Context: an optimization exercise on an open-source flow, tuned for small area. The choices shown serve that exercise and are no tape-out recipe. In this exercise RTL edits were held to simulation tests only and were not proved equivalent to the original. Power and IR drop assume default switching activity.

==> inputs of run P <==
Design koki_h74, start of the top module:
module koki_h74 (
    input  wire        clk,
    input  wire        rst,
    input  wire        cmd_we,
    input  wire [31:0] cmd,
    output wire [35:0] res,
    output wire [1:0]  status      
);
export LEC_CHECK = 0
export ABC_AREA = 1
export CAP_MARGIN = 20
export CORE_MARGIN = 2
export CORE_UTILIZATION = 35
export SLEW_MARGIN = 20
export SYNTH_MEMORY_MAX_BITS = 32768
create_clock -name core_clock -period 7.0 [get_ports {clk}]
standard.sh (not shown) runs the stock make flow with config.mk's settings and CLKGATE_MAP_FILE= SYNTH_SCRIPT=/design/flow/synth_recipe.tcl, a recipe that flattens the netlist after the stock synthesis.
==> flow/flow/run.sh <==
#!/bin/bash
# Own layout flow: the standard layout (standard.sh) with
#  - synthesis by flow/synth.tcl: the standard flow's synthesis script, but ABC maps
#    for area (flow/abc.script) and no adder cells are extracted;
#  - the port buffers that global placement inserts made from buf_1.
# Registers, their names and cell types are those of the standard synthesis.
set -euo pipefail
HERE=$(pwd)
export OWN_ABC_SCRIPT="$HERE/flow/abc.script"
export BUFFER_PORTS_ARGS="-buffer_cell sky130_fd_sc_hd__buf_1"
bash standard.sh SYNTH_SCRIPT="$HERE/flow/synth.tcl" ADDER_MAP_FILE= finish > standard.log 2>&1
==> flow/flow/abc.script <==
strash
dch
amap -F 200 -A 50
topo
stime -c
==> flow/flow/synth.tcl <==
# The standard flow's synthesis script (synth_recipe.tcl) with two changes: every abc
# call maps with the area-oriented script flow/abc.script, and the caller
# sets ADDER_MAP_FILE empty so no half/full adder cells are extracted.
proc synth {args} { yosys synth -nofsm -noshare {*}$args }
proc abc {args} {
  set i [lsearch -exact $args -script]
  if { $i >= 0 } {
    set args [lreplace $args [expr {$i + 1}] [expr {$i + 1}] $::env(OWN_ABC_SCRIPT)]
  }
  yosys abc {*}$args
}
source $::env(SCRIPTS_DIR)/synth.tcl
# left out here: clear keep_hierarchy, flatten, clean up, hide names made inside functions, write 1_2_yosys.v
==> run H (differences from run P) <==
==> flow/run.sh (new file) <==
#!/bin/bash
# synth_recipe.tcl (not shown) runs the flow's synth.tcl, then flattens the netlist and writes it again
# the make line also repeats each setting of config.mk as NAME=value (left out here)
make -C /OpenROAD-flow-scripts/flow DESIGN_CONFIG=/design/flow/config.mk WORK_HOME=/design/flow/orfs CLKGATE_MAP_FILE= SYNTH_SCRIPT=/design/flow/synth_recipe.tcl finish
removed: flow/flow/run.sh
removed: flow/flow/abc.script
removed: flow/flow/synth.tcl
removed: flow/standard.sh
==> run G (differences from run P) <==
==> flow/flow/abc.script (replaced) <==
strash
dch -f
map -D 3500
topo
stime -c
Settings changed: GPL_TIMING_DRIVEN set to 0.
==> run summary <==
quantity                                                                         run P                     run H                     run G
Cell taking the most area after synthesis                     sky130_fd_sc_hd__dfxtp_1  sky130_fd_sc_hd__nand2_1  sky130_fd_sc_hd__dfxtp_1
Post-Syn Nets                                                                      595                       764                       667
Run status                                                    timing/DRC/antenna clean  timing/DRC/antenna clean  timing/DRC/antenna clean
Non-clk invs                                                                        88                       119                        96
Most common cell after layout, fill and taps aside              sky130_fd_sc_hd__buf_4  sky130_fd_sc_hd__nand2_1  sky130_fd_sc_hd__nand2_1
Post-Synth Adder-Cell Area                                                           0                    0.0969                         0
Arrival time of the worst setup path                                           6.78 ns                   6.55 ns                   6.66 ns
Detailed Route Iter0 Violations                                                    420                       546                       375
Endpoint of the worst hold path                                                  ill_q                     ill_q                    grid_q
Proportion of cell area occupied by multi-input gates                            0.564                     0.604                     0.656
Fraction of final layout cells sized beyond drive strength 1                     0.234                    0.0723                    0.0755
Met3 routing resource usage after global routing                                0.0345                    0.0464                    0.0169
First-pass GRT wire length                                                   23,900 um                 25,900 um                 23,800 um
Multi-input combinational cell count                                               446                       529                       510
Final layout net count                                                             779                       829                       751


==> inputs of run a <==
koki_h74, a different RTL version from the one above (not shown whole).
clock: 7.0 ns
lec_check: 0
abc_area: 1
cap_margin: 20
core_margin: 2
core_utilization: 35
gpl_timing_driven: 0
slew_margin: 20
synth_hierarchical: 1
synth_memory_max_bits: 32768
==> flow/flow/run.sh <==
#!/bin/bash
# Own layout flow: the standard layout (standard.sh) with
#  - synthesis by flow/synth.tcl: the standard flow's synthesis script, but ABC maps
#    for area (flow/abc.script) and no adder cells are extracted;
#  - the port buffers that global placement inserts made from buf_1.
# Registers, their names and cell types are those of the standard synthesis.
set -euo pipefail
HERE=$(pwd)
export OWN_ABC_SCRIPT="$HERE/flow/abc.script"
export BUFFER_PORTS_ARGS="-buffer_cell sky130_fd_sc_hd__buf_1"
bash standard.sh SYNTH_SCRIPT="$HERE/flow/synth.tcl" ADDER_MAP_FILE= finish > standard.log 2>&1
==> flow/flow/abc.script <==
strash
dch
map -D 4000 -B 0.1
topo
stime -c
==> flow/flow/synth.tcl <==
# The standard flow's synthesis script (synth_recipe.tcl) with two changes: every abc
# call maps with the area-oriented script flow/abc.script, and the caller
# sets ADDER_MAP_FILE empty so no half/full adder cells are extracted.
proc synth {args} { yosys synth -nofsm -noshare {*}$args }
proc abc {args} {
  set i [lsearch -exact $args -script]
  if { $i >= 0 } {
    set args [lreplace $args [expr {$i + 1}] [expr {$i + 1}] $::env(OWN_ABC_SCRIPT)]
  }
  yosys abc {*}$args
}
source $::env(SCRIPTS_DIR)/synth.tcl
# left out here: clear keep_hierarchy, flatten, clean up, hide names made inside functions, write 1_2_yosys.v
==> run b (differences from run a) <==
- CAP_MARGIN: 20 -> 0
- SLEW_MARGIN: 20 -> 0
==> reports/results.ini <==
[worst_setup_path]
critPathLaunch=cmd[1]
cp_data_required_time_ns=7.16

[power_and_ir_drop]
p_total_uw=495.3

[status]
status=timing/DRC/antenna clean

[routing]
totalWireLength_um=12390

[timing]
holdWs_ns=0.4839
tightest_slew_ns=1.300
max_freq_ghz=0.1563

# the run above: run b

==> reports/results.ini <==
[timing]
tightest_slew_ns=0.8536
max_freq_ghz=0.1552
holdWs_ns=0.4779

[routing]
totalWireLength_um=12420

[status]
status=timing/DRC/antenna clean

# the run above: run a



==> inputs of cedar <==
koki_h74, a different RTL version from the one above (not shown whole).
==> flow/config.mk <==
export PLATFORM = sky130hd
export DESIGN_NAME = koki_h74
export DESIGN_NICKNAME = koki_h74
export VERILOG_FILES = /design/flow/design.v
export SDC_FILE = /design/flow/constraint.sdc
export NUM_CORES = 4
export LEC_CHECK = 0
export ABC_AREA = 1
export CAP_MARGIN = 20
export CORE_MARGIN = 2
export CORE_UTILIZATION = 55
export GPL_TIMING_DRIVEN = 0
export SLEW_MARGIN = 20
export SYNTH_HIERARCHICAL = 1
export SYNTH_MEMORY_MAX_BITS = 32768
==> flow/constraint.sdc <==
create_clock -name core_clock -period 7.0 [get_ports {clk}]
set_input_delay 1.4000 -clock core_clock [delete_from_list [all_inputs] [get_ports {clk}]]
set_output_delay 1.4000 -clock core_clock [all_outputs]
set_load 0.01 [all_outputs]
Scripts as last shown in full above: flow/flow/run.sh, flow/flow/abc.script, flow/flow/synth.tcl
==> fjord: changes against cedar <==
==> flow/flow/abc.script (replaced) <==
strash
dch
map -D 4000
topo
stime -c
CORE_UTILIZATION = 35   (was 55)
==> key figures <==
Logic synthesis
  • Largest cells by area after synthesis: dfxtp_1 (14%), nor2_1 (12%), clkinv_1 (10%)

Die
  • Tap cells: 111

Place
  • GP Congestion: 0.963

Clock network
  • CTS clk-pin slew, worst paths: 0.07 ns

Status
  • Status: complete, no violations

GRT
  • Met1 Use GR: 0.318
  • GR Util All Layers: 0.237
The numbers above come from fjord.

==> key figures <==
Place
  • GP Congestion: 1.03

GRT
  • GR Util All Layers: 0.377
  • Met1 Use GR: 0.502

Clock network
  • CTS clk-pin slew, worst paths: 0.09 ns

Status
  • Status: complete, no violations

Worst setup path
  • Critical Path AT: 6.67 ns
  • Crit. Startpoint: cmd[6]

Logic synthesis
  • Largest cells by area after synthesis: dfxtp_1 (14%), nor2_1 (12%), clkinv_1 (11%)

Power and ir drop
  • Cell-internal power: 270 µW

Timing
  • F_max: 0.154 GHz

Final layout
  • Clk cell area share: 0.0125
  • Layout cells sized above 1: 0.0528
The numbers above come from cedar.



==> v26: inputs <==
koki_h74 again, from the RTL that the note above started with.
export LEC_CHECK = 0
export ABC_AREA = 1
export CAP_MARGIN = 20
export CORE_MARGIN = 2
export CORE_UTILIZATION = 35
export CTS_CLUSTER_DIAMETER = 200
export CTS_CLUSTER_SIZE = 30
export GPL_TIMING_DRIVEN = 0
export SLEW_MARGIN = 20
export SYNTH_HIERARCHICAL = 1
export SYNTH_MEMORY_MAX_BITS = 32768
create_clock -name core_clock -period 7.0 [get_ports {clk}]
==> flow/flow/abc.script <==
strash
dch
map -D 4000
topo
stime -c
Scripts as last shown in full above: flow/flow/run.sh, flow/flow/synth.tcl
==> v25: changes against v26 <==
==> flow/flow/abc.script (replaced) <==
strash
dch
map -D 4000 -B 0.1
topo
stime -c
Settings changed: CTS_CLUSTER_DIAMETER 200 to not set, CTS_CLUSTER_SIZE 30 to not set.
==> flow_metrics.tcl <==
set metrics [dict create \
    status "finished clean" \
    fmax_ghz 0.157 \
    timing.slew.headroom_pct 45.6 \
    die_h_um 100 \
    r2r_slack_ps 5780 \
    drt_iter0_drc 422 \
    grt_max_degree 21 \
    area_share_clock_buf_inv_pct 1.30 \
]
(the above is from v25)
==> flow_metrics.tcl <==
set metrics [dict create \
    area_share_clock_buf_inv_pct 1.23 \
    first_pass_iters 5 \
    drt_iter0_drc 376 \
    area_growth_pct 16.3 \
    status "finished clean" \
    timing.slew.headroom_pct 40.8 \
    grt_max_degree 26 \
    r2r_slack_ps 5730 \
    synth_fa_ha_area_share_pct 0 \
]
(the above is from v26)

## port drivers added, routing unchanged
Ports are ideal in the flow. The routed layouts listed here were re-timed in OpenROAD.
Step 1: set_driving_cell puts a clkbuf_16 on clk and a buf_2 on each other input, an assumption about the parent block.
Step 2 times the ports against the registers' clock, not the clock port: input delays grow and output delays shrink by t, the midpoint of the rising clock arrivals with the driver on.
a / b / c = no drivers / after step 1 / after step 2; a / b = the first two.
run	t (ns)	setup slack, ns	hold WS [ns]	worst register clock-pin slew, ns	cell pins on the clock port's net
run P	0.283	0.332 / 0.337 / 0.054	0.484 / 0.484 / 0.484	0.08 / 0.08	1
run H	0.294	0.548 / 0.562 / 0.268	0.479 / 0.479 / 0.479	0.07 / 0.07	1
run G	0.293	0.530 / 0.534 / 0.241	0.495 / 0.495 / 0.495	0.08 / 0.08	1
run a	0.289	0.555 / 0.560 / 0.271	0.478 / 0.478 / 0.478	0.08 / 0.08	1
run b	0.292	0.602 / 0.606 / 0.313	0.484 / 0.484 / 0.484	0.08 / 0.08	1
cedar	0.298	0.526 / 0.535 / 0.237	0.498 / 0.498 / 0.498	0.09 / 0.09	1
fjord	0.286	0.514 / 0.518 / 0.232	0.469 / 0.469 / 0.469	0.08 / 0.08	1
v26	0.286	0.514 / 0.518 / 0.232	0.469 / 0.469 / 0.469	0.08 / 0.08	1
v25	0.294	0.639 / 0.646 / 0.351	0.479 / 0.479 / 0.479	0.09 / 0.09	1
After both steps every run listed still meets setup and hold.
